This is an optimization exercise on Yosys and OpenROAD, whose aim is small area, a short achievable clock period and few clock cycles per item, not a production implementation. No run shown here included a check of the RTL's function; only the layout flow was run.

==> flow/design.v, too long to show whole: its modules and the start of the top module <==
// module bmp_hv: 3184 lines
module bmp_hv #(
    parameter LINEBUF_CAP = 4096
) (
    input  wire         clk,
    input  wire         rst,           
    input  wire         in_valid,
    output wire         in_ready,
    input  wire         mode,          
    input  wire [431:0] hdr,           
    input  wire [63:0]  file_size,
    input  wire [15:0]  payload_len,
    output reg          done,
    output reg  [31:0]  v_width,       
    output reg  [31:0]  v_height,      
    output reg  [33:0]  v_stride,      
    output reg  [1:0]   v_pad,
    output reg  [64:0]  v_datalen,     
    output reg  [4:0]   pass_count,
    output reg  [15:0]  chk_mask,
    output reg  [1:0]   v_valid,       
    output reg  [15:0]  paylen
);
  // ...
==> flow/flow/run.sh <==
#!/bin/bash
# The standard ORFS layout (the standard.sh, unchanged synthesis), with
#  - the timing repair steps asked to leave a setup margin, so that they
#    optimise the paths towards a shorter period than the 16 ns constraint;
#  - the port buffers made of plain buffers (buf_1, resizable within the buf
#    footprint) instead of the delay buffer the default picks.
set -euo pipefail
bash standard.sh "SETUP_SLACK_MARGIN=${MARGIN:-11.5}" \
  "BUFFER_PORTS_ARGS=-buffer_cell sky130_fd_sc_hd__buf_1" finish > standard.log 2>&1
==> flow/standard.sh <==
#!/bin/bash
# synth_recipe.tcl (not shown) runs the flow's synth.tcl, then flattens the netlist and writes it again
# the make line also repeats each setting of config.mk as NAME=value (left out here)
make -C /OpenROAD-flow-scripts/flow DESIGN_CONFIG=/design/flow/config.mk WORK_HOME=/design/flow/orfs CLKGATE_MAP_FILE= SYNTH_SCRIPT=/design/flow/synth_recipe.tcl "${@:-finish}"
==> flow/config.mk <==
export PLATFORM = sky130hd
export DESIGN_NAME = bmp_hv
export DESIGN_NICKNAME = bmp_hv
export VERILOG_FILES = /design/flow/design.v
export SDC_FILE = /design/flow/constraint.sdc
export NUM_CORES = 4
export LEC_CHECK = 0
export CAP_MARGIN = 20
export CORE_MARGIN = 2
export CORE_UTILIZATION = 50
export PLACE_DENSITY = 0.65
export SLEW_MARGIN = 20
==> flow/constraint.sdc <==
create_clock -name core_clock -period 16.0 [get_ports {clk}]
set_input_delay 3.2000 -clock core_clock [delete_from_list [all_inputs] [get_ports {clk}]]
set_output_delay 3.2000 -clock core_clock [all_outputs]
set_load 0.01 [all_outputs]
==> flow_summary_export.csv, run 1 <==
group,metric,value,unit
worst_setup_path,slowest_stage,"or4_4",
worst_setup_path,critical_path_depth,18,
yosys,synth_compound_area_frac,0.106,
worst_setup_path,crit_path_end,"s2_cnt[2]",
final_layout,num_antenna_cells,5,
yosys,synth-xor-area-share,0.125,
final_layout,drive_above_1_share,0.0902,
clock_network,clock_path_buffers,3,
worst_setup_path,critPathRequiredTime,16.58,ns
clock_network,root_buffer,"clkbuf_16",
die,taps,1391,
grt,top_usage_layer,"met2",
yosys,async_flop_share,0,
place,post-place-cells,6666,
yosys,synth_mux_area_frac,0.00201,
die,dieArea,108000,sq um
sta,holdWs,0.319,ns
clock_network,clock_latency,0.69,ns
yosys,synth_area_per_cell,10.8,sq um
grt,grt_use_met2,0.494,
final_layout,buffers_excl_clock,722,
clock_network,cts_setup_buffers,24,
worst_setup_path,r2r_start,"s1_h[10]",
sta,rsz0062_at_grt,"true",
yosys,ys_types,79,
sta,hold_viol_final,0,
sta,finalSetupViolCount,0,
final_layout,fill_cells,9062,
min_path,hp-class,"reg2reg",
outcome,status,"timing/DRC/antenna clean",
grt,grt_pass1_vias,40261,
yosys,synth_warnings,1,
yosys,yosys-top-cells-area,"dfxtp_1, fa_1, ha_1",
final_layout,finish.utilization,0.583,
worst_setup_path,worstSetupPathType,"reg2reg",
==> run 2: changes to the inputs <==
--- a/flow/design.v
+++ b/flow/design.v
@@ -21,53 +21,30 @@
     output reg  [15:0]  paylen
 );
     assign in_ready = 1'b1;
     wire [7:0]  sig0   = hdr[0*8 +: 8];
     wire [7:0]  sig1   = hdr[1*8 +: 8];
     wire [15:0] res1   = hdr[6*8 +: 16];
     wire [31:0] off    = hdr[10*8 +: 32];
     wire [31:0] isize  = hdr[14*8 +: 32];
-    wire [31:0] w_in   = hdr[18*8 +: 32];
-    wire [31:0] h_in   = hdr[22*8 +: 32];
+    wire [31:0] w_raw  = hdr[18*8 +: 32];
+    wire [31:0] h_raw  = hdr[22*8 +: 32];
     wire [15:0] planes = hdr[26*8 +: 16];
     wire [15:0] bpp    = hdr[28*8 +: 16];
     wire [31:0] comp   = hdr[30*8 +: 32];
     wire [31:0] simg   = hdr[34*8 +: 32];
     wire [31:0] used   = hdr[46*8 +: 32];
     wire [31:0] imp    = hdr[50*8 +: 32];
     wire [32:0] e_a = {1'b0, simg};
     wire [32:0] e_b = 33'd54;
     wire [32:0] e_c = ~file_size[32:0];
     wire [32:0] e_s = e_a ^ e_b ^ e_c;
     wire [32:0] e_k = (e_a & e_b) | (e_a & e_c) | (e_b & e_c);
     wire        simg_eq = (&(e_s ^ {e_k[31:0], 1'b0})) && (file_size[63:33] == 31'd0);
-    reg         s0_valid;
-    reg         s0_mode;
-    reg  [31:0] s0_w;
-    reg  [31:0] s0_h;
-    reg  [63:0] s0_fs;
-    reg  [15:0] s0_pl;       
-    reg  [9:0]  s0_chk;      
-    reg         s0_c10;
-    always @(posedge clk) begin
-        if (rst) s0_valid <= 1'b0;
-        else     s0_valid <= in_valid;
-        s0_mode <= mode;
-        s0_w    <= w_in;
-        s0_h    <= h_in;
-        s0_fs   <= file_size;
-        s0_pl   <= mode ? 16'd0 : payload_len;
-        s0_chk  <= {imp == 32'd0, used == 32'd0, comp == 32'd0, bpp == 16'd24,
-                    planes == 16'd1, isize == 32'd40, off == 32'd54, res1 == 16'd0,
-                    sig1 == 8'h4D, sig0 == 8'h42};
-        s0_c10  <= (simg == 32'd0) || simg_eq;
-    end
-    wire [31:0] w_raw = s0_w;
-    wire [31:0] h_raw = s0_h;
     wire [15:0] bd_neg, bd_one, bd_two;
     wire [31:0] t_val;
     assign bd_neg[0] = h_raw[1] ^ h_raw[31];
     assign bd_one[0] = h_raw[0] ^ 1'b0;
     assign bd_two[0] = (h_raw[1] & ~h_raw[0] & ~1'b0) | (~h_raw[1] & h_raw[0] & 1'b0);
     assign bd_neg[1] = h_raw[3] ^ h_raw[31];
     assign bd_one[1] = h_raw[2] ^ h_raw[1];
     assign bd_two[1] = (h_raw[3] & ~h_raw[2] & ~h_raw[1]) | (~h_raw[3] & h_raw[2] & h_raw[1]);
@@ -486,28 +463,30 @@
     reg  [15:0] s1_bneg, s1_bone, s1_btwo;    
     reg  [31:0] s1_t;        
     reg  [63:0] s1_fs;
     reg  [15:0] s1_pl;       
     reg  [9:0]  s1_chk;      
     reg         s1_c10;
     always @(posedge clk) begin
         if (rst) s1_valid <= 1'b0;
-        else     s1_valid <= s0_valid;
-        s1_mode <= s0_mode;
+        else     s1_valid <= in_valid;
+        s1_mode <= mode;
         s1_w    <= w_raw;
         s1_h    <= h_raw;
         s1_bneg <= bd_neg;
         s1_bone <= bd_one;
         s1_btwo <= bd_two;
         s1_t    <= t_val;
-        s1_fs   <= s0_fs;
-        s1_pl   <= s0_pl;
-        s1_chk  <= s0_chk;
-        s1_c10  <= s0_c10;
+        s1_fs   <= file_size;
+        s1_pl   <= mode ? 16'd0 : payload_len;
+        s1_chk  <= {imp == 32'd0, used == 32'd0, comp == 32'd0, bpp == 16'd24,
+                    planes == 16'd1, isize == 32'd40, off == 32'd54, res1 == 16'd0,
+                    sig1 == 8'h4D, sig0 == 8'h42};
+        s1_c10  <= (simg == 32'd0) || simg_eq;
     end
     wire [63:0] tree_s, tree_c;
     wire [31:0] h_abs;       
     wire ho_335 = s1_h[1] | s1_h[0];
     wire ho_336 = s1_h[3] | s1_h[2];
     wire ho_337 = s1_h[5] | s1_h[4];
     wire ho_338 = s1_h[7] | s1_h[6];
     wire ho_339 = s1_h[9] | s1_h[8];
==> flow_summary_export.csv, run 2 <==
group,metric,value,unit
outcome,status,"timing/DRC/antenna clean",
sta,hold_viol_final,0,
clock_network,clock_latency,0.70,ns
yosys,netlist_area,49600,sq um
final_layout,final_nets,6675,
clock_network,root_buffer,"clkbuf_16",
clock_network,htree_levels,3,
yosys,synth_warnings,1,
place,post-place-ws,9.14,ns
sta,layout_setup_ws,10.39,ns
grt,grt_antenna_before_repair,11,
sta,period_minus_slack,5.61,ns
routing,post_drt_via_cell_ratio,5.57,
worst_setup_path,end_kind,"register",
clock_network,clock_path_buffers,3,
clock_network,cts_tree,"yes",
yosys,synth_edf_count,0,
worst_setup_path,critPathMaxStageDelay,0.28,ns
routing,route.detailed.drc,0,
final_layout,fill_cells,8342,
sta,fmaxAchievable,178,MHz
yosys,synth-seq-area-share,0.313,
worst_setup_path,cp_top_family,"compound AO/OA/AOI/OAI gates",
grt,overflow,0,
routing,drtIter0Drc,3194,
final_layout,layout_commonest_cell,"dfxtp_1",
sta,worst_pin_slew,1.29,ns
worst_setup_path,reg2reg_depth,24,
clock_network,path_clk_slew,0.06,ns
worst_setup_path,critPathArrivalTime,6.16,ns
yosys,synth_area_per_cell,10.6,sq um
worst_setup_path,r2r_setup_slack,11.15,ns
die,die_x,319,um
worst_setup_path,critical_path_buf_inv_count,2,
worst_setup_path,critPathLaunch,"hdr[152]",
min_path,hp-class,"reg2reg",
final_layout,finish.utilization,0.593,
die,rows,115,
die,die_h,319,um
yosys,ys_ff_latch,775,
worst_setup_path,cp-start-kind,"input port",
worst_setup_path,crit_path_max_fanout,3,
yosys,synth_ff_type,"dfxtp_1",
clock_network,cts_made_buffers,84,
yosys,yosys-top-cells-area,"dfxtp_1, fa_1, ha_1",
worst_setup_path,crit_path_end,"s1_t[31]",
flow_run,maxCapViolCount,0,
sta,finalMaxSlewViolations,0,
sta,setup_tns,0,ns
worst_setup_path,r2r_start,"s2_pc[0]",
worst_setup_path,worstSetupPathType,"in2reg",
die,io-pin-count,722,
final_layout,stdcell_area,58400,sq um
worst_setup_path,critPathRequiredTime,16.55,ns
grt,grt_max_degree,39,
yosys,synthMostInstantiatedCell,"dfxtp_1",
worst_setup_path,critical_path_depth,18,
place,port_buffers,603,
die,initial_utilization,0.504,
sta,finalClockSkew,0.0599,ns
routing,vias,37044,
yosys,async_flop_share,0,
worst_setup_path,r2r-end,"pass_count[1]",
sta,finalSetupViolCount,0,
yosys,synth_common_cells,"dfxtp_1, inv_1, fa_1",
yosys,netlist.area_leader.share,0.313,
routing,wl_per_cell,23.8,um
final_layout,drive_above_1_share,0.114,
yosys,synthCells,4699,
place,gp_congestion,0.907,
final_layout,area_delta_synth_final,17.7,%
die,dieArea,102000,sq um
routing,wl,158,mm
clock_network,cts.sinks,775,
grt,grt_pass1_vias,38249,
routing,ant_nets,0,
worst_setup_path,critical_path.most_common_cell,"a21o_1",
final_layout,final_cell_mix,"dfxtp_1, inv_1, buf_1, fa_1, a22oi_1",
worst_setup_path,slowest_stage,"ha_4",
place,place_area,53200,sq um
final_layout,top_regs,"s1_fs x64, s2_ps x64, v_datalen x63",
routing,first_pass_iters,6,
yosys,yosys.area.top_type,"dfxtp_1",
sta,slew-limit-headroom,0.138,
sta,finalCritPeriodShare,0.351,
place,dpl.hpwl,108,mm
grt,grt_pass1_wl,233,mm
grt,grt_usage,0.304,
yosys,ys_types,83,
worst_setup_path,path_cells,"buf_2 > ha_4 > ha_4 > a21o_1 > a21oi_1 > nor2b_1 > a2111oi_4 > buf_4 > o21ai_4 > a31o_4 > a21o_1 > o21ai_2 > nand2b_1 > a21oi_2 > o21bai_1 > a21o_1 > ha_2 > xor2_1",
die,core_area,98400,sq um
sta,rsz0062_at_grt,"true",
-- run 2: timing repair --
| item | CTS | global route |
|---|---|---|
| setup buffers | 71 | 39 |
| endpoints found under the setup margin | 81 | 80 |
| cloned | 0 | 5 |
| endpoints found under the hold margin | 0 | 0 |
| resized for setup | 113 | 225 |
| pin swaps | 85 | 96 |
| hold buffers | 0 | 0 |
-- run 2: cells by family (layout without fill, tap and decap cells) --
logic type | after synthesis | after routing | share of synthesized area
AOI/OAI and AO/OA | 766 | 766 | 0.112
xor gates and xnor gates | 767 | 767 | 0.135
adders and majority gates | 882 | 882 | 0.303
buffers and inverters | 975 | 1625 | 0.0745
DFF | 775 | 775 | 0.313
muxes | 12 | 12 | 0.00260
other | 2 | 13 | 0.000151
and+or+nand+nor | 520 | 520 | 0.0594
-- run 2: area by class of cell --
cell class	instances	area (sq um)	area share
antenna	7	17.5	0.000300
clock buffer	109	2340	0.0400
clock inverter	47	594	0.0102
sequential	775	15600	0.268
tap	1287	1610	0.0276
inverter	677	2550	0.0437
multi-input combinational	2953	31400	0.537
timing repair buffer	792	4250	0.0729
-- run 2: through the flow --
stage | hold WS, ns | instances
global route | 0.281 | 6644
floorplan | 0.310 | 4703
CTS | 0.280 | 6596
detailed placement | 0.312 | 6369
finish | 0.288 | 6647
global placement | 0.310 | 6369
-- run 2: worst min path at each step --
stage                         start      endpoint  slack, ns  cells past startpoint
after floorplan           s2_chk[0]   chk_mask[0]       0.31                      0
after global placement    s1_fs[52]      s2_f[50]       0.31                      0
after detailed placement    s2_w[6]    v_width[6]       0.31                      0
after CTS                  s2_t[12]  v_stride[14]       0.28                      0
after global routing       s2_t[12]  v_stride[14]       0.28                      0
final                      s2_t[12]  v_stride[14]       0.29                      0
-- run 2: worst register-to-register path: stages (launching register included) --
cell,delay [ns]
dfxtp_4,0.35
ha_4,0.16
ha_4,0.16
a211oi_4,0.21
o21ai_2,0.11
o31ai_2,0.19
nand2_1,0.11
and2_4,0.16
o21a_1,0.20
o21a_1,0.20
o21a_1,0.21
o21a_1,0.20
nor2_2,0.14
xnor2_2,0.11
ha_2,0.21
a2111oi_4,0.20
nand2_1,0.08
o211ai_1,0.39
o2111ai_2,0.21
nor4_4,0.27
nand2_2,0.12
o22ai_4,0.18
inv_4,0.07
maj3_2,0.29
mux2_2,0.26
-- run 2: routing by layer --
layer  wire length [um]  track usage  vias to the layer above
met1              64400        0.400                    17988
met2              70300        0.475                     2072
li1                   -            -                    16551
met3              17100       0.0888                      425
met5                 60            0                        -
met4               6120        0.115                        8

[re-timing with driven ports]
The flow's constraints put no driver on any port. The routed layouts listed below were extracted and timed again, unchanged, in two steps. Step 1 sets driving cells, clkbuf_16 on the clock port and buf_2 on the other inputs (assumed; they add their load-dependent delay and slew). Step 2 also shifts input and output timing later by t, the mid clock arrival at the registers, as if the neighbouring blocks saw the same clock. a / b / c = no drivers / after step 1 / after step 2; a / b = the first two.
run	shift t [ns]	slack for setup (ns)	latest minus earliest clock arrival (ns)
run 1	0.736	10.521 / 10.521 / 10.521	0.037 / 0.038
run 2	0.727	10.391 / 10.390 / 9.663	0.062 / 0.062
After both steps every run listed still meets setup and hold. For run 2, which loses most, drivers alone change the setup slack by -0.001 ns; drivers and shift together by -0.728 ns.
